This is an optimization exercise on Yosys and OpenROAD, whose aim is a short achievable clock period and few clock cycles, not a production implementation.
Only simulation tests tie the RTL to the original design; equivalence was not proved.
No activity file was given, so power comes from the tool's default toggle rates.

===== flow/config.mk =====
export PLATFORM = sky130hd
export DESIGN_NAME = cu_codec
export DESIGN_NICKNAME = cu_codec
export VERILOG_FILES = /design/flow/design.v
export SDC_FILE = /design/flow/constraint.sdc
export NUM_CORES = 4
export LEC_CHECK = 0
export CAP_MARGIN = 20
export CORE_MARGIN = 2
export CORE_UTILIZATION = 40
export PLACE_DENSITY = 0.6
export SLEW_MARGIN = 20

===== flow/design.v =====
module cu_codec (
    input  wire        clk,
    input  wire        rst_n,
    input  wire        req_valid,
    output wire        req_ready,
    input  wire [7:0]  req_op,
    input  wire [31:0] req_a,
    input  wire [31:0] req_v,
    input  wire [31:0] req_r,
    input  wire        close,
    output reg         rsp_valid,
    output reg  [2:0]  rsp_code,
    output reg  [2:0]  rsp_kind,
    output reg  [31:0] rsp_fuel,
    output reg  [3:0]  rsp_start,
    output reg  [3:0]  rsp_mode,
    output reg  [7:0]  rsp_pit,
    output reg  [3:0]  rsp_display,
    output reg  [4:0]  rsp_tm_addr,
    output reg  [31:0] rsp_tm_stamp,
    output reg  [3:0]  rsp_tm_sector,
    output reg  [31:0] rsp_version,
    output reg  [15:0] rsp_raw_len,
    output reg  [63:0] rsp_raw_head,
    output reg  [15:0] discards,
    output wire        tx_valid,
    input  wire        tx_ready,
    output wire [7:0]  tx_data,
    output wire        tx_last,
    input  wire [1:0]  tx_status,
    input  wire        rx_valid,
    output wire        rx_ready,
    input  wire [7:0]  rx_data,
    input  wire        rx_last,
    input  wire        rx_timeout,
    input  wire        rx_ioerr,
    output reg         diag_valid,
    output reg  [7:0]  diag_byte
);
    localparam [2:0] E_OK = 3'd0, E_VALID = 3'd1, E_FORMAT = 3'd2, E_CHKSUM = 3'd3,
                     E_TIMEOUT = 3'd4, E_IO = 3'd5, E_ILLEGAL = 3'd6;
    localparam [2:0] K_NONE = 3'd0, K_STATUS = 3'd1, K_TIMER = 3'd2, K_RAW = 3'd3,
                     K_VERSION = 3'd4;
    reg st_idle, st_send, st_await;
    reg closed;
    reg [7:0] txd;
    reg       txl;
    assign req_ready = st_idle;
    assign tx_valid  = st_send;
    assign tx_data   = txd;
    assign tx_last   = txl;
    assign rx_ready  = st_await;
    reg [7:0] key;
    reg [2:0] len;
    reg [3:0] n1, n2, n3, n4;
    reg [3:0] chk;               
    reg [3:0] vlo;               
    reg       is_ign, is_lap, is_poll, is_ver, second;
    reg [2:0] idx;               
    wire [7:0] o     = req_op;
    wire       grp0  = (o[7:4] == 4'h0);
    wire       op_w3  = grp0 && (o[3:0] == 4'h1 || o[3:0] == 4'h2 || o[3:0] == 4'h3);
    wire       op_pos = grp0 && (o[3:0] == 4'h4);
    wire       op_clr = grp0 && (o[3:0] == 4'h5);
    wire       op_lap = grp0 && (o[3:0] == 4'h6);
    wire       op_ign = grp0 && (o[3:0] == 4'h7);
    wire       op_rst = grp0 && (o[3:0] == 4'h8);
    wire       op_ver = grp0 && (o[3:0] == 4'h9);
    wire       op_pol = grp0 && (o[3:0] == 4'hA);
    wire       op_btn = (o[7:4] == 4'h1) && (o[3:0] <= 4'h5);
    wire       op_ww  = op_w3 | op_pos | op_clr | op_lap;
    wire       legal  = op_ww | op_ign | op_rst | op_ver | op_pol | op_btn;
    wire a_ok = (req_a[31:3] == 29'd0);
    wire n_ok = (req_v[31:4] == 28'd0);
    wire b_ok = (req_v[31:8] == 24'd0);
    wire r_ok = (req_r[31:4] == 28'd0);
    wire p_ok = n_ok && (req_v[3:0] != 4'd0) && (req_v[3:0] <= 4'd8);
    wire err1 = ((op_w3 | op_pos) & ~a_ok) | (op_w3 & ~n_ok) | (op_pos & ~p_ok) |
                (op_lap & ~b_ok);
    wire err2 = ((op_w3 | op_pos) & ~r_ok) | (op_ign & ~b_ok);
    wire v_err = ~legal | err1 | err2;
    wire [2:0] v_code = ~legal ? E_ILLEGAL : err1 ? E_VALID : err2 ? E_FORMAT :
                        E_IO;    
    reg [7:0] f_key;
    reg [2:0] f_len;
    reg [4:0] f_word;
    reg [2:0] f_addr;
    reg [3:0] f_val, f_rep;
    reg [3:0] f_n1, f_n2, f_n3, f_n4;
    always @(*) begin
        f_word = (o[3:0] == 4'h1) ? 5'd0 : (o[3:0] == 4'h2) ? 5'd1 :
                 (o[3:0] == 4'h3) ? 5'd2 : (o[3:0] == 4'h6) ? 5'd17 : 5'd6;
        f_addr = op_lap ? 3'd7 : op_clr ? 3'd0 : req_a[2:0];
        f_val  = op_lap ? req_v[7:4] : op_clr ? 4'd0 : req_v[3:0];
        f_rep  = op_lap ? 4'd1 : op_clr ? 4'd9 : req_r[3:0];
        f_key  = 8'h3F;
        f_len  = 3'd1;
        f_n1   = 4'd0;
        f_n2   = 4'd0;
        f_n3   = 4'd0;
        f_n4   = 4'd0;
        if (op_ww) begin
            f_key = 8'h4A; f_len = 3'd6;
            f_n1 = f_word[3:0]; f_n2 = {f_addr, f_word[4]}; f_n3 = f_val; f_n4 = f_rep;
        end else if (op_ign) begin
            f_key = 8'h3A; f_len = 3'd4;
            f_n1 = req_v[3:0]; f_n2 = req_v[7:4];
        end else if (op_rst) begin
            f_key = 8'h3D; f_len = 3'd3;
            f_n1 = 4'd1;
        end else if (op_ver) begin
            f_key = 8'h30;
        end else if (op_btn) begin
            f_key = 8'h54; f_len = 3'd2;
            case (o[2:0])
                3'd0:    f_n1 = 4'd1;
                3'd1:    f_n1 = 4'd2;
                3'd2:    f_n1 = 4'd5;
                3'd3:    f_n1 = 4'd6;
                3'd4:    f_n1 = 4'd7;
                default: f_n1 = 4'd8;
            endcase
        end
    end
    wire accept  = st_idle & req_valid;
    wire acc_go  = accept & ~v_err & ~closed & ~close;
    wire acc_rsp = accept & (v_err | closed | close);
    wire       tx_take = st_send & tx_ready;
    wire [2:0] nidx    = idx + 3'd1;
    reg  [3:0] nnib;
    always @(*) begin
        case (nidx)
            3'd1:    nnib = n1;
            3'd2:    nnib = n2;
            3'd3:    nnib = is_ign ? chk : n3;
            3'd4:    nnib = n4;
            default: nnib = chk;
        endcase
    end
    wire tx_end = tx_take & txl;
    wire tx_ok  = tx_end & (tx_status == 2'd0);
    wire tx_bad = tx_end & (tx_status != 2'd0);
    reg         first;           
    reg         drop;            
    reg  [3:0]  sacc;            
    reg         tkq;             
    reg  [7:0]  rxq;
    reg  [4:0]  posq;            
    reg         f1_3a;           
    reg         ok5, ok11, ok15, ok17;
    wire        rx_take = st_await & rx_valid;
    wire        rx_evt  = rx_timeout | rx_ioerr;
    wire        rx_dat  = rx_take & ~rx_evt;
    wire        eq_key  = (rx_data == key);
    wire [3:0]  sum_pre = sacc + (tkq ? rxq[3:0] : 4'd0);
    wire        eq_chk  = (rx_data == {4'h3, sum_pre});
    wire        matched = first ? eq_key : ~drop;
    wire        lap_first = is_lap & ~second;
    wire        big  = |rsp_raw_len[15:5];
    wire [4:0]  pos  = first ? 5'd0 : (big ? 5'd31 : rsp_raw_len[4:0]);
    wire        p_ge18 = big | (pos >= 5'd18);
    reg         use_b;
    reg  [2:0]  a_code, a_kind, b_kind;
    always @(*) begin
        use_b  = 1'b0;
        a_code = E_OK;
        a_kind = K_NONE;
        b_kind = K_NONE;
        if (is_poll) begin
            if (pos < 5'd2) begin
                a_code = E_FORMAT;
            end else if (f1_3a) begin
                b_kind = K_STATUS;
                if (pos < 5'd15) a_code = E_FORMAT;
                else if (pos == 5'd15) use_b = 1'b1;
                else if (pos == 5'd16) begin
                    a_code = ok15 ? E_OK : E_CHKSUM; a_kind = ok15 ? K_STATUS : K_NONE;
                end else if (pos == 5'd17) begin
                    use_b = ~ok15; a_kind = K_STATUS;
                end else begin
                    a_code = (ok15 | ok17) ? E_OK : E_CHKSUM;
                    a_kind = (ok15 | ok17) ? K_STATUS : K_NONE;
                end
            end else begin
                b_kind = K_TIMER;
                if (pos < 5'd11) a_code = E_FORMAT;
                else if (pos == 5'd11) use_b = 1'b1;
                else begin
                    a_code = ok11 ? E_OK : E_CHKSUM; a_kind = ok11 ? K_TIMER : K_NONE;
                end
            end
        end else if (is_ver) begin
            b_kind = K_VERSION;
            if (pos < 5'd5) a_code = E_FORMAT;
            else if (pos == 5'd5) use_b = 1'b1;
            else begin
                a_code = ok5 ? E_OK : E_CHKSUM; a_kind = ok5 ? K_VERSION : K_NONE;
            end
        end else begin
            a_kind = K_RAW;
        end
    end
    wire [2:0] d_code = use_b ? (eq_chk ? E_OK : E_CHKSUM) : a_code;
    wire [2:0] d_kind = use_b ? (eq_chk ? b_kind : K_NONE) : a_kind;
    wire rx_done = rx_dat & rx_last & matched;      
    wire rx_fin  = (rx_take & rx_evt) | (rx_done & ~lap_first);
    wire rx_next = rx_done & lap_first;             
    always @(posedge clk) begin
        if (st_idle) begin
            rsp_code <= v_code;
            rsp_kind <= K_NONE;
        end else if (st_send) begin
            rsp_code <= (tx_status == 2'd1) ? E_TIMEOUT : E_IO;
            rsp_kind <= K_NONE;
        end else begin
            rsp_code <= rx_evt ? (rx_timeout ? E_TIMEOUT : E_IO) : d_code;
            rsp_kind <= rx_evt ? K_NONE : d_kind;
        end
        diag_byte <= rx_data;
        if (!rst_n) begin
            st_idle    <= 1'b1;
            st_send    <= 1'b0;
            st_await   <= 1'b0;
            closed     <= 1'b0;
            rsp_valid  <= 1'b0;
            diag_valid <= 1'b0;
            discards   <= 16'd0;
            tkq        <= 1'b0;
        end else begin
            if (close)
                closed <= 1'b1;
            rsp_valid  <= acc_rsp | tx_bad | rx_fin;
            diag_valid <= rx_dat & first & ~eq_key;
            st_idle    <= (st_idle & ~acc_go) | tx_bad | rx_fin;
            st_send    <= acc_go | (st_send & ~tx_end) | rx_next;
            st_await   <= tx_ok | (st_await & ~rx_fin & ~rx_next);
            tkq        <= rx_dat;
            if (accept)
                discards <= 16'd0;
            else if (rx_dat & first & ~eq_key & ~&discards)
                discards <= discards + 16'd1;
        end
        if (accept) begin
            key     <= f_key;
            len     <= f_len;
            n1      <= f_n1;
            n2      <= f_n2;
            n3      <= f_n3;
            n4      <= f_n4;
            vlo     <= req_v[3:0];
            is_ign  <= op_ign;
            is_lap  <= op_lap;
            is_poll <= op_pol;
            is_ver  <= op_ver;
            second  <= 1'b0;
        end else if (rx_next) begin
            second  <= 1'b1;
            n1      <= 4'd2;         
            n3      <= vlo;
        end
        chk <= key[3:0] + n1 + n2 + n3 + n4;
        if (accept) begin
            txd <= f_key;
            txl <= (f_len == 3'd1);
            idx <= 3'd0;
        end else if (tx_take) begin
            if (txl) begin
                txd <= key;
                txl <= (len == 3'd1);
                idx <= 3'd0;
            end else begin
                txd <= {4'h3, nnib};
                txl <= (nidx == len - 3'd1);
                idx <= nidx;
            end
        end
        rxq  <= rx_data;
        posq <= pos;
        if (tx_ok)
            first <= 1'b1;
        if (rx_dat) begin
            first <= rx_last;
            if (first) begin
                drop         <= ~eq_key;
                rsp_raw_len  <= 16'd1;
                rsp_raw_head <= {56'd0, rx_data};
            end else begin
                if (~&rsp_raw_len)
                    rsp_raw_len <= rsp_raw_len + 16'd1;
                if (pos < 5'd8)
                    rsp_raw_head[pos[2:0]*8 +: 8] <= rx_data;
            end
            if (pos == 5'd1)  f1_3a <= (rx_data == 8'h3A);
            if (pos == 5'd5)  ok5   <= eq_chk;
            if (pos == 5'd11) ok11  <= eq_chk;
            if (pos == 5'd15) ok15  <= eq_chk;
            if (pos == 5'd17) ok17  <= eq_chk;
        end
        if (rx_dat & first)
            sacc <= 4'd0;
        else
            sacc <= sum_pre;
        if (tkq) begin
            case (posq)
                5'd1: begin
                    rsp_tm_addr       <= {1'b0, rxq[3:0]} - 5'd1;
                    rsp_version[7:0]  <= rxq;
                end
                5'd2: begin
                    rsp_fuel[3:0]       <= rxq[3:0];
                    rsp_tm_stamp[27:24] <= rxq[3:0];
                    rsp_version[15:8]   <= rxq;
                end
                5'd3: begin
                    rsp_fuel[7:4]       <= rxq[3:0];
                    rsp_tm_stamp[31:28] <= rxq[3:0];
                    rsp_version[23:16]  <= rxq;
                end
                5'd4: begin
                    rsp_fuel[11:8]      <= rxq[3:0];
                    rsp_tm_stamp[19:16] <= rxq[3:0];
                    rsp_version[31:24]  <= rxq;
                end
                5'd5: begin
                    rsp_fuel[15:12]     <= rxq[3:0];
                    rsp_tm_stamp[23:20] <= rxq[3:0];
                end
                5'd6: begin
                    rsp_fuel[19:16]     <= rxq[3:0];
                    rsp_tm_stamp[11:8]  <= rxq[3:0];
                end
                5'd7: begin
                    rsp_fuel[23:20]     <= rxq[3:0];
                    rsp_tm_stamp[15:12] <= rxq[3:0];
                end
                5'd8: begin
                    rsp_fuel[27:24]     <= rxq[3:0];
                    rsp_tm_stamp[3:0]   <= rxq[3:0];
                end
                5'd9: begin
                    rsp_fuel[31:28]     <= rxq[3:0];
                    rsp_tm_stamp[7:4]   <= rxq[3:0];
                end
                5'd10: begin
                    rsp_start     <= rxq[3:0];
                    rsp_tm_sector <= rxq[3:0];
                end
                5'd11: rsp_mode         <= rxq[3:0];
                5'd12: rsp_pit[3:0]     <= rxq[3:0];
                5'd13: rsp_pit[7:4]     <= rxq[3:0];
                5'd14: rsp_display      <= rxq[3:0];
                default: ;
            endcase
        end
    end
endmodule

===== flow/run.sh =====
#!/bin/bash
# synth_recipe.tcl (not shown) runs the flow's synth.tcl, then flattens the netlist and writes it again
# the make line also repeats each setting of config.mk as NAME=value (left out here)
make -C /OpenROAD-flow-scripts/flow DESIGN_CONFIG=/design/flow/config.mk WORK_HOME=/design/flow/orfs CLKGATE_MAP_FILE= SYNTH_SCRIPT=/design/flow/synth_recipe.tcl finish

===== flow/constraint.sdc =====
create_clock -name core_clock -period 12.0 [get_ports {clk}]
set_input_delay 2.4000 -clock core_clock [delete_from_list [all_inputs] [get_ports {clk}]]
set_output_delay 2.4000 -clock core_clock [all_outputs]
set_load 0.01 [all_outputs]

==> run summary, run 1 <==
Largest stage delay, worst path=1010 ps; Post-Syn Instances=1083; Via Count=9751; Tmin final=a little under 5000 ps; initial antenna violation count=1; DR vias/cell=~5.4; Max-cap violations=0; global router's overall resource usage=21.46%; post-CTS setup buffers=0; Worst Path Arrival=between 5000 and 6000 ps; gpl congestion=between 0.8 and 0.9; full die area=between 30000 and 40000 µm²; TritonCTS Sinks=260; CP Data Required Time=between 10000 and 15000 ps; period utilisation layout=roughly two fifths; worst hold path type=flop to flop; die width=180.3 µm; DRT iter0 DRCs=between 700 and 800; Syn Area/Cell=between 10 and 15 µm²; worst slew pin tran=roughly 1100 ps; synth top area cells=edfxtp_1, dfxtp_1, nor2_1, a22oi_1, buf_4; critical-path maximum fanout=24; H-Tree Depth=1; commonest cells in the netlist=edfxtp_1, nor2_1, nand2_1; hpwl dp=26720 µm; Post-Syn Nets=between 1000 and 1500; Pins Over Slew Limit=0; Power Density=about 120 nW/µm²; Worst setup SP type=input port; first-pass GRT wire length=55640 µm; CP max-delay cell=clkdlybuf4s50_1; IO buf count=370; CTS Root Cell=clkbuf_16; Syn. warnings=1; asr flop ratio synth=0%; top-area cell type share of the netlist area=49.77%; GR Overflow Total=0; cell taking the most area after synthesis=edfxtp_1; max_slew headroom=29.59%; fmax=~210 MHz; die height=180.3 µm; Post-synth EDFFs=slightly above 200; largest net degree at the start of global routing=86; Leakage Power=approximately 6.0 nW; Pwr Total=2.002 mW; n_diodes=0; area growth from synthesis to layout=37.87%; Layout Nets=approximately 1600; Placed Area=16190 µm²; Starting Density=between 40% and 50%; ratio of cells with drive above 1 in the final layout=approximately 5.5%; wire length per cell=19.64 µm; crit end category=flop; unrepaired setup endpoints after global routing=no; vias in the first global route=9578; Detailed Routing Iterations Pass 1=5; Core ar.=30590 µm²; drc violations=0; Finished Cell Area=17140 µm²; Cell Area, Synth=around 12000 µm²; antenna viol nets, final=0; CP Cell Sequence=clkdlybuf4s50_1 > or2_2 > o41ai_1 > nor3_1 > or4b_2 > nor4_2 > o211ai_1; cell row count=64; crit path kind=input port to flop; Final Routed Wirelength=35790 µm; post_cts resized=0; Post-Route Utilization=56.02%; CTS hold repair buffers=0; register bit count reported by yosys=260; Reg clk slew, reported paths=approximately 60 ps; top_reg_cell synth=edfxtp_1; most frequent cell after synthesis=edfxtp_1; Clock Tree Buf Depth=3; CTS tree=built; hold violation count in the final report=0; outcome=finished clean; Seq/Total Area, Yosys=between 50 and 60%; Setup TNS=0 ps; Setup Skew=approximately 18 ps; Num CTS Buffers=28; clock latency (worst-skew pair)=~550 ps; Netlist cell types=79; number of I/O pins=~370; Hold Slack=roughly 470 ps; final setup fails=0; worst vdd ir=~0.10 mV
metal layers:
layer	part of all wire (%)	up-vias	track usage, %
met4	2.6	2	5.645
li1	-	4643	-
met1	40	4691	25.81
met3	5.4	62	3.335
met5	0.045	-	0
met2	52	353	39.79
area by class of cell:
type,instances,area (µm²)
inverter,38,142.6
tap,396,495.5
sequential,260,7267
clock buffer,35,747.0
fill,2627,13450
clock inverter,17,202.7
timing repair buffer,381,3786
multi-input combinational,695,4496
cell usage in the layout, fill, tap and decap left out, types with 31 or more instances in the layout:
cell and count:
a21oi_1 41, a22oi_1 50, clkdlybuf4s50_1 370, dfxtp_1 54, edfxtp_1 206, inv_1 38
nand2_1 66, nor2_1 143, nor4_1 31
power by group:
group	total (mW)	switching (mW)	internal, mW
clock network	0.885	0.357	0.528
registers	0.991	0.0100	0.981
logic	0.125	0.0581	0.0671
total	2.00	0.425	1.58
logic make-up (layout without fill, tap and decap cells):
logic type	Yosys count	count (layout)	synth area share [%]
other cells	1	1	0.03017
buf+inv	128	471	5.426
flops	260	260	58.47
fa+ha+maj	32	32	3.765
compound gates	203	203	11.64
mux	3	3	0.2416
xor+xnor	53	53	3.855
simple gates	403	403	16.58
registers in the layout, indices dropped and copies added, names as in the netlist, 4 cells and up:
name / cells
rsp_raw_head: 64
rsp_fuel: 26
rsp_version: 23
discards: 16
rsp_raw_len: 16
diag_byte: 8
rsp_pit: 8
key: 7
txd: 7
posq: 5
rsp_tm_addr: 5
chk: 4
n1: 4
n2: 4
n3: 4
n4: 4
rsp_display: 4
rsp_mode: 4
rsp_tm_sector: 4
sacc: 4
vlo: 4
through the flow:
step | std cells | setup WS (ps)
detailed placement | 1770 | 6594
global route | 1822 | 6957
finish | 1822 | 7166
CTS | 1822 | 7191
floorplan | 1083 | 7336
global placement | 1770 | 6643
worst paths after layout:
kind | from | end | slack, ps | cells past startpoint
setup / recovery | req_op[1] | st_idle | 7170 | 7
hold / removal | closed | closed | 470 | 1
setup reg to reg | rsp_raw_len[10] | rsp_raw_head[54] | 7760 | 12
hold reg to reg | closed | closed | 470 | 1
critical path, delay by kind of cell:
family / cells / cell delay (ps)
and+or+nand+nor: 4 / 1570
buffers and inverters: 1 / 1010
AOI/OAI and AO/OA: 2 / 270
Testbench counts, summed over its fixed seeds: cycles 116,133.
==> inputs of run 2 (changes only) <==
--- a/flow/config.mk
+++ b/flow/config.mk
@@ -6,4 +6,5 @@
 export NUM_CORES = 4
 export LEC_CHECK = 0
+export ABC_CLOCK_PERIOD_IN_PS = 1000
 export CAP_MARGIN = 20
 export CORE_MARGIN = 2
==> run summary, run 2 <==
outcome=finished clean (unchanged); CTS tree=built (unchanged); largest registers=rsp_raw_head x64, rsp_fuel x26, rsp_version x23 (unchanged); initial antenna violation count=1 (unchanged); Detailed Routing Iterations Pass 1=5 (unchanged); Post-synth EDFFs=206 (unchanged); Seq/Total Area, Yosys=58.47% (unchanged); Tmin final=4834 ps (unchanged); wire length per cell=19.64 µm (unchanged); Compound-Gate Fraction of Synth Area=11.64% (unchanged); period utilisation layout=40.28% (unchanged); TritonCTS Sinks=260 (unchanged); Worst Hold End=closed (unchanged); Post-Syn Instances=1083 (unchanged); Setup TNS=0 ps (unchanged); non-filler instance count after layout=1822 (unchanged); Reg clk slew, reported paths=60 ps (about the same); antenna viol nets, final=0 (unchanged); Simple-Gate Fraction of Synth Area=16.58% (unchanged); n_diodes=0 (unchanged); Clock Tree Buf Depth=3 (unchanged); Leakage Power=5.989 nW (unchanged); worst slew pin tran=1052 ps (unchanged); cell taking the most area after synthesis=edfxtp_1 (unchanged); largest family of logic cells by synthesized area=simple AND/OR/NAND/NOR gates (unchanged); worst vdd ir=0.09959 mV (unchanged); max reg flops=64 (unchanged); WHS Path Cells=1 (unchanged); synth top area cells=edfxtp_1, dfxtp_1, nor2_1, a22oi_1, buf_4 (unchanged); Via Count=9751 (unchanged); post-synthesis adder-cell area fraction=3.765% (unchanged); die width=180.3 µm (unchanged); mux share of post-synthesis cell area=0.2416% (unchanged); placed cells=1770 (unchanged); Syn. warnings=1 (unchanged); hold violation count in the final report=0 (unchanged); R2R Setup Slk=7760 ps (about the same); max_slew headroom=29.59% (unchanged); Worst R2R Start=rsp_raw_len[10] (unchanged); GR Overflow Total=0 (unchanged); Cell Area, Synth=12430 µm² (unchanged); number of I/O pins=372 (unchanged); Pwr Total=2.002 mW (unchanged); Reg-to-Reg End=rsp_raw_head[54] (unchanged); Layout Nets=1559 (unchanged); full die area=32500 µm² (unchanged); Post-Syn Nets=1238 (unchanged); Netlist cell types=79 (unchanged); die height=180.3 µm (unchanged); ratio of cells with drive above 1 in the final layout=5.470% (unchanged); drc violations=0 (unchanged); Num CTS Buffers=28 (unchanged); Reg with most FFs=rsp_raw_head (unchanged); Final Routed Wirelength=35790 µm (unchanged); commonest non-fill, non-tap cell in the layout=clkdlybuf4s50_1 (unchanged); Finished Cell Area=17140 µm² (unchanged); global router's overall resource usage=21.46% (unchanged); gpl congestion=0.8535 (unchanged); Pins Over Slew Limit=0 (unchanged); most frequent cells in the layout=clkdlybuf4s50_1, edfxtp_1, nor2_1 (unchanged); commonest cells in the netlist=edfxtp_1, nor2_1, nand2_1 (unchanged); vias in the first global route=9578 (unchanged); top-area cell type share of the netlist area=49.77% (unchanged); Worst setup SP type=input port (unchanged); clock latency (worst-skew pair)=550 ps (about the same); final setup fails=0 (unchanged); Max-cap violations=0 (unchanged); H-Tree Depth=1 (unchanged); asr flop ratio synth=0% (unchanged); Placed Area=16190 µm² (unchanged); crit path kind=input port to flop (unchanged); worst hold path type=flop to flop (unchanged); post-CTS setup buffers=0 (unchanged); area growth from synthesis to layout=37.87% (unchanged); worst r2r path cells=12 (unchanged); hold path startpoint=closed (unchanged); fmax=206.9 MHz (unchanged); Worst Path Arrival=5240 ps (about the same); Core ar.=30590 µm² (unchanged); Power Density=116.8 nW/µm² (unchanged); DR vias/cell=5.352 (unchanged); top_reg_cell synth=edfxtp_1 (unchanged); XOR/XNOR share of the synthesized area=3.855% (unchanged); largest net degree at the start of global routing=86 (unchanged); Syn Area/Cell=11.48 µm² (unchanged); DRT iter0 DRCs=763 (unchanged); post_cts resized=0 (unchanged); CTS hold repair buffers=0 (unchanged); crit end category=flop (unchanged); Setup Skew=18.16 ps (unchanged); most frequent cell after synthesis=edfxtp_1 (unchanged); CP Data Required Time=12410 ps (about the same); cell row count=64 (unchanged); CTS Root Cell=clkbuf_16 (unchanged); first-pass GRT wire length=55640 µm (unchanged); critical-path maximum fanout=24 (unchanged); hpwl dp=26720 µm (unchanged); Starting Density=40.63% (unchanged); unrepaired setup endpoints after global routing=no (unchanged); register bit count reported by yosys=260 (unchanged); IO buf count=370 (unchanged)
==> run 2: worst max path at each step <==
stage / from / slack, ps / to / cells past startpoint
after floorplan: rx_timeout / 7340 / rsp_raw_head[0] / 2
after global placement: rx_data[5] / 6640 / n3[1] / 6
after detailed placement: req_op[1] / 6590 / st_idle / 7
after CTS: req_op[1] / 7190 / st_idle / 7
after global routing: req_op[1] / 6960 / st_idle / 7
final: req_op[1] / 7170 / st_idle / 7
==> run 2: per-layer routing <==
| layer | vias up | routed length (µm) | track usage [%] | part of all wire (%) |
|---|---|---|---|---|
| met3 | 62 | 1916 | 3.335 | 5.4 |
| met1 | 4691 | 14270 | 25.81 | 40 |
| met4 | 2 | 933 | 5.645 | 2.6 |
| met2 | 353 | 18650 | 39.79 | 52 |
| li1 | 4643 | - | - | - |
| met5 | - | 16 | 0 | 0.045 |
==> run 2: report_power, final <==
part | internal [mW] | switching, mW
combinational | 0.0671 | 0.0581
clock | 0.528 | 0.357
sequential | 0.981 | 0.0100
total | 1.58 | 0.425
==> run 2: critical path, cell delays in order <==
cell and delay (ps):
clkdlybuf4s50_1 1010, or2_2 390, o41ai_1 150, nor3_1 280, or4b_2 640, nor4_2 260, o211ai_1 120
==> run 2: cell type report <==
cell class | count | area (µm²)
tap | 396 | 495.5
sequential | 260 | 7267
timing repair buffer | 381 | 3786
fill | 2627 | 13450
clock inverter | 17 | 202.7
inverter | 38 | 142.6
clock buffer | 35 | 747.0
multi-input combinational | 695 | 4496
==> run 2: cells by family after synthesis <==
logic type	count (synthesis)
AOI/OAI and AO/OA	203
xor gates and xnor gates	53
adders and majority gates	32
buffers and inverters	128
DFF	260
muxes	3
other	1
and+or+nand+nor	403
==> run 2: per-stage QoR <==
| stage | util (%) | hold WS, ps | setup slack, ps |
|---|---|---|---|
| floorplan | - | 431.3 | 7336 |
| detailed placement | 52.92 | 458.8 | 6594 |
| global placement | 52.90 | 444.2 | 6643 |
| CTS | 56.02 | 472.9 | 7191 |
| finish | 56.02 | 474.2 | 7166 |
| global route | 56.02 | 483.0 | 6957 |
==> inputs of run 3 (changes only) <==
==> flow/flow/run.sh (new file) <==
#!/bin/bash
# The standard layout (the standard.sh: standard synthesis, floorplan,
# placement, CTS, routing, finish) with the same SDC and settings, but with
# the resizer's setup repair aiming for a larger slack margin, so that the
# layout is optimised beyond the constraint's 12 ns.
set -euo pipefail
export SETUP_SLACK_MARGIN=8.8
bash standard.sh finish > standard_flow.log 2>&1
==> flow/standard.sh (new file) <==
#!/bin/bash
# synth_recipe.tcl (not shown) runs the flow's synth.tcl, then flattens the netlist and writes it again
# the make line also repeats each setting of config.mk as NAME=value (left out here)
make -C /OpenROAD-flow-scripts/flow DESIGN_CONFIG=/design/flow/config.mk WORK_HOME=/design/flow/orfs CLKGATE_MAP_FILE= SYNTH_SCRIPT=/design/flow/synth_recipe.tcl "${@:-finish}"
removed: flow/run.sh
==> run summary, run 3 <==
antenna viol nets, final=0 (unchanged); cell row count=64 (unchanged); Leakage Power=7.593 nW (was 5.989 nW); most frequent cell after synthesis=edfxtp_1 (unchanged); die height=180.3 µm (unchanged); Post-Syn Instances=1083 (unchanged); period utilisation layout=30.61% (was 40.28%); Hold Slack=471.7 ps (was 474.2 ps); crit path kind=input port to flop (unchanged); TritonCTS Sinks=260 (unchanged); GR Overflow Total=0 (unchanged); outcome=finished clean (unchanged); hpwl dp=28010 µm (was 26720 µm); Cell Area, Synth=12430 µm² (unchanged); post-synthesis adder-cell area fraction=3.765% (unchanged); IO buf count=370 (unchanged); gpl congestion=0.8727 (was 0.8535); drc violations=0 (unchanged); Final Routed Wirelength=42760 µm (was 35790 µm); XOR/XNOR share of the synthesized area=3.855% (unchanged); Reg clk slew, reported paths=60 ps (about the same); worst vdd ir=0.09860 mV (was 0.09959 mV); placed cells=1768 (was 1770); max reg flops=64 (unchanged); Tmin final=3673 ps (was 4834 ps); Post-Syn Nets=1238 (unchanged); CTS hold repair buffers=0 (unchanged); DR vias/cell=5.423 (was 5.352); Num CTS Buffers=28 (unchanged); Post-synth EDFFs=206 (unchanged); initial antenna violation count=1 (unchanged); CTS Root Cell=clkbuf_16 (unchanged); Layout Nets=1755 (was 1559); worst slew pin tran=1107 ps (was 1052 ps); most frequent cells in the layout=edfxtp_1, buf_2, buf_4 (was clkdlybuf4s50_1, edfxtp_1, nor2_1); Worst Path Arrival=4060 ps (was 5240 ps); R2R Setup Slk=8670 ps (was 7760 ps); final setup fails=0 (unchanged); largest family of logic cells by synthesized area=simple AND/OR/NAND/NOR gates (unchanged); commonest non-fill, non-tap cell in the layout=edfxtp_1 (was clkdlybuf4s50_1); CTS tree=built (unchanged); vias in the first global route=10810 (was 9578); Clock Tree Buf Depth=3 (unchanged); top-area cell type share of the netlist area=49.77% (unchanged); Via Count=10940 (was 9751); Setup TNS=0 ps (unchanged); area growth from synthesis to layout=54.83% (was 37.87%); commonest cells in the netlist=edfxtp_1, nor2_1, nand2_1 (unchanged); Power Density=104.8 nW/µm² (was 116.8 nW/µm²); max_slew headroom=25.63% (was 29.59%); Syn Area/Cell=11.48 µm² (unchanged); DRT iter0 DRCs=717 (was 763); first-pass GRT wire length=62560 µm (was 55640 µm); Netlist cell types=79 (unchanged); critical-path maximum fanout=3 (was 24); register bit count reported by yosys=260 (unchanged); hold path startpoint=closed (unchanged); Worst Hold End=closed (unchanged); full die area=32500 µm² (unchanged); Pins Over Slew Limit=0 (unchanged); worst hold path type=flop to flop (unchanged); hold violation count in the final report=0 (unchanged); largest net degree at the start of global routing=71 (was 86); global router's overall resource usage=24.66% (was 21.46%); largest registers=rsp_raw_head x64, rsp_fuel x26, rsp_version x23 (unchanged); WHS Path Cells=1 (unchanged); Worst setup SP type=input port (unchanged); Syn. warnings=1 (unchanged); Detailed Routing Iterations Pass 1=5 (unchanged); clock latency (worst-skew pair)=560 ps (was 550 ps); Core ar.=30590 µm² (unchanged); cell taking the most area after synthesis=edfxtp_1 (unchanged); n_diodes=0 (unchanged); Simple-Gate Fraction of Synth Area=16.58% (unchanged); wire length per cell=21.20 µm (was 19.64 µm); worst r2r path cells=13 (was 12); die width=180.3 µm (unchanged); Max-cap violations=0 (unchanged); H-Tree Depth=1 (unchanged); crit end category=flop (unchanged); non-filler instance count after layout=2017 (was 1822); number of I/O pins=372 (unchanged); asr flop ratio synth=0% (unchanged); Starting Density=40.63% (unchanged); Seq/Total Area, Yosys=58.47% (unchanged); top_reg_cell synth=edfxtp_1 (unchanged); Reg-to-Reg End=rsp_code[1] (was rsp_raw_head[54]); synth top area cells=edfxtp_1, dfxtp_1, nor2_1, a22oi_1, buf_4 (unchanged); unrepaired setup endpoints after global routing=yes (was no); Setup Skew=19.43 ps (was 18.16 ps); ratio of cells with drive above 1 in the final layout=44.97% (was 5.470%); fmax=272.3 MHz (was 206.9 MHz); Compound-Gate Fraction of Synth Area=11.64% (unchanged); mux share of post-synthesis cell area=0.2416% (unchanged); Reg with most FFs=rsp_raw_head (unchanged); Worst R2R Start=rsp_raw_len[5] (was rsp_raw_len[10]); CP Data Required Time=12390 ps (was 12410 ps)
## run 3: cell counts after synthesis
No cell type changed its count.
## run 3: power by group
group          leakage [nW]  internal (mW)  switching, mW
clock                 0.451          0.504          0.355
combinational          4.87         0.0861         0.0838
sequential             2.27          0.979        0.00858
## run 3: worst max-delay path by stage
stage                      startpoint               end  slack, ps  cells past startpoint
after detailed placement   rx_data[1]      discards[15]       6570                      7
after global routing        req_op[7]           st_idle       8220                      8
after CTS                 rsp_fuel[6]  rsp_tm_stamp[30]       8330                      2
final                       req_op[7]           st_idle       8330                      8
after global placement     rx_data[1]      discards[15]       6640                      7
after floorplan            rx_data[4]             n1[0]       8050                      6
## run 3: kinds of logic after synthesis
| logic type | after synthesis |
|---|---|
| other | 1 |
| and+or+nand+nor | 403 |
| DFF | 260 |
| xor gates and xnor gates | 53 |
| muxes | 3 |
| adders and majority gates | 32 |
| buffers and inverters | 128 |
| AOI/OAI and AO/OA | 203 |
## run 3: what timing repair did
| item | in CTS | in global routing |
|---|---|---|
| gates cloned | 4 | 3 |
| resized for setup | 1425 | 166 |
| setup endpoints to repair | 519 | 432 |
| setup buffers | 144 | 47 |
| pin swaps | 75 | 84 |
## run 3: layout make-up
type / instances / area [µm²]
Clock buffer: 33 / 739.5
Clock inverter: 18 / 180.2
Fill cell: 2430 / 11340
Inverter: 38 / 146.4
Multi-Input combinational cell: 699 / 5575
Sequential cell: 260 / 7346
Tap cell: 396 / 495.5
Timing Repair Buffer: 573 / 4762
## run 3: per-stage QoR
step                      instance area, µm²  total power, mW  setup slack (ps)  util (%)
final                                  19240            2.017              8327     62.91
after global placement                 16410            1.142              6642     53.66
after global routing                   19240            2.080              8216     62.91
after CTS                              18280            2.020              8327     59.76
after floorplan                        12800            1.072              8051         -
after detailed placement               16410            1.144              6568     53.66
## run 3: routing by layer
layer | vias up | track usage (%) | routed length [µm] | share of wire [%]
met3 | 128 | 4.487 | 2661 | 6.2
li1 | 5029 | - | - | -
met1 | 5295 | 27.28 | 15840 | 37
met2 | 486 | 44.55 | 21780 | 51
met4 | 0 | 13.77 | 2471 | 5.8
met5 | - | 0 | 0 | 0
## run 3: critical path: stages
cell and delay [ps]:
buf_6 100, nor3_4 210, buf_12 140, o41ai_4 70, nor3_2 210, or4b_4 520
nor4_4 300, o211ai_1 110

separate check: timing with driven ports:
The results above use ideal ports. As a check the final layouts listed here were re-extracted and re-timed, cells and wires unchanged. Step 1, drivers: a clkbuf_16 drives clk and a buf_2 each remaining input, both assumed. Step 2 adds t to the input delays and takes it off the output delays; t is the mean of the earliest and latest rising clock arrival at the registers after step 1. Input paths then give back, and output paths get back, about the clock's delay inside the block. Three values: ideal, step 1, step 2; two values: the first two.
run	shift t [ns]	setup slack, ns	hold slack, ns	pins driven straight from the clock port
run 1	0.597	7.166 / 7.193 / 6.595	0.474 / 0.474 / 0.474	1
run 2	0.597	7.166 / 7.193 / 6.595	0.474 / 0.474 / 0.474	1
run 3	0.600	8.327 / 8.294 / 7.713	0.472 / 0.472 / 0.472	1
After both steps setup and hold are still met in every run listed. The setup slack of run 3, which loses most, moves by -0.033 ns with the drivers and by -0.614 ns with both steps.
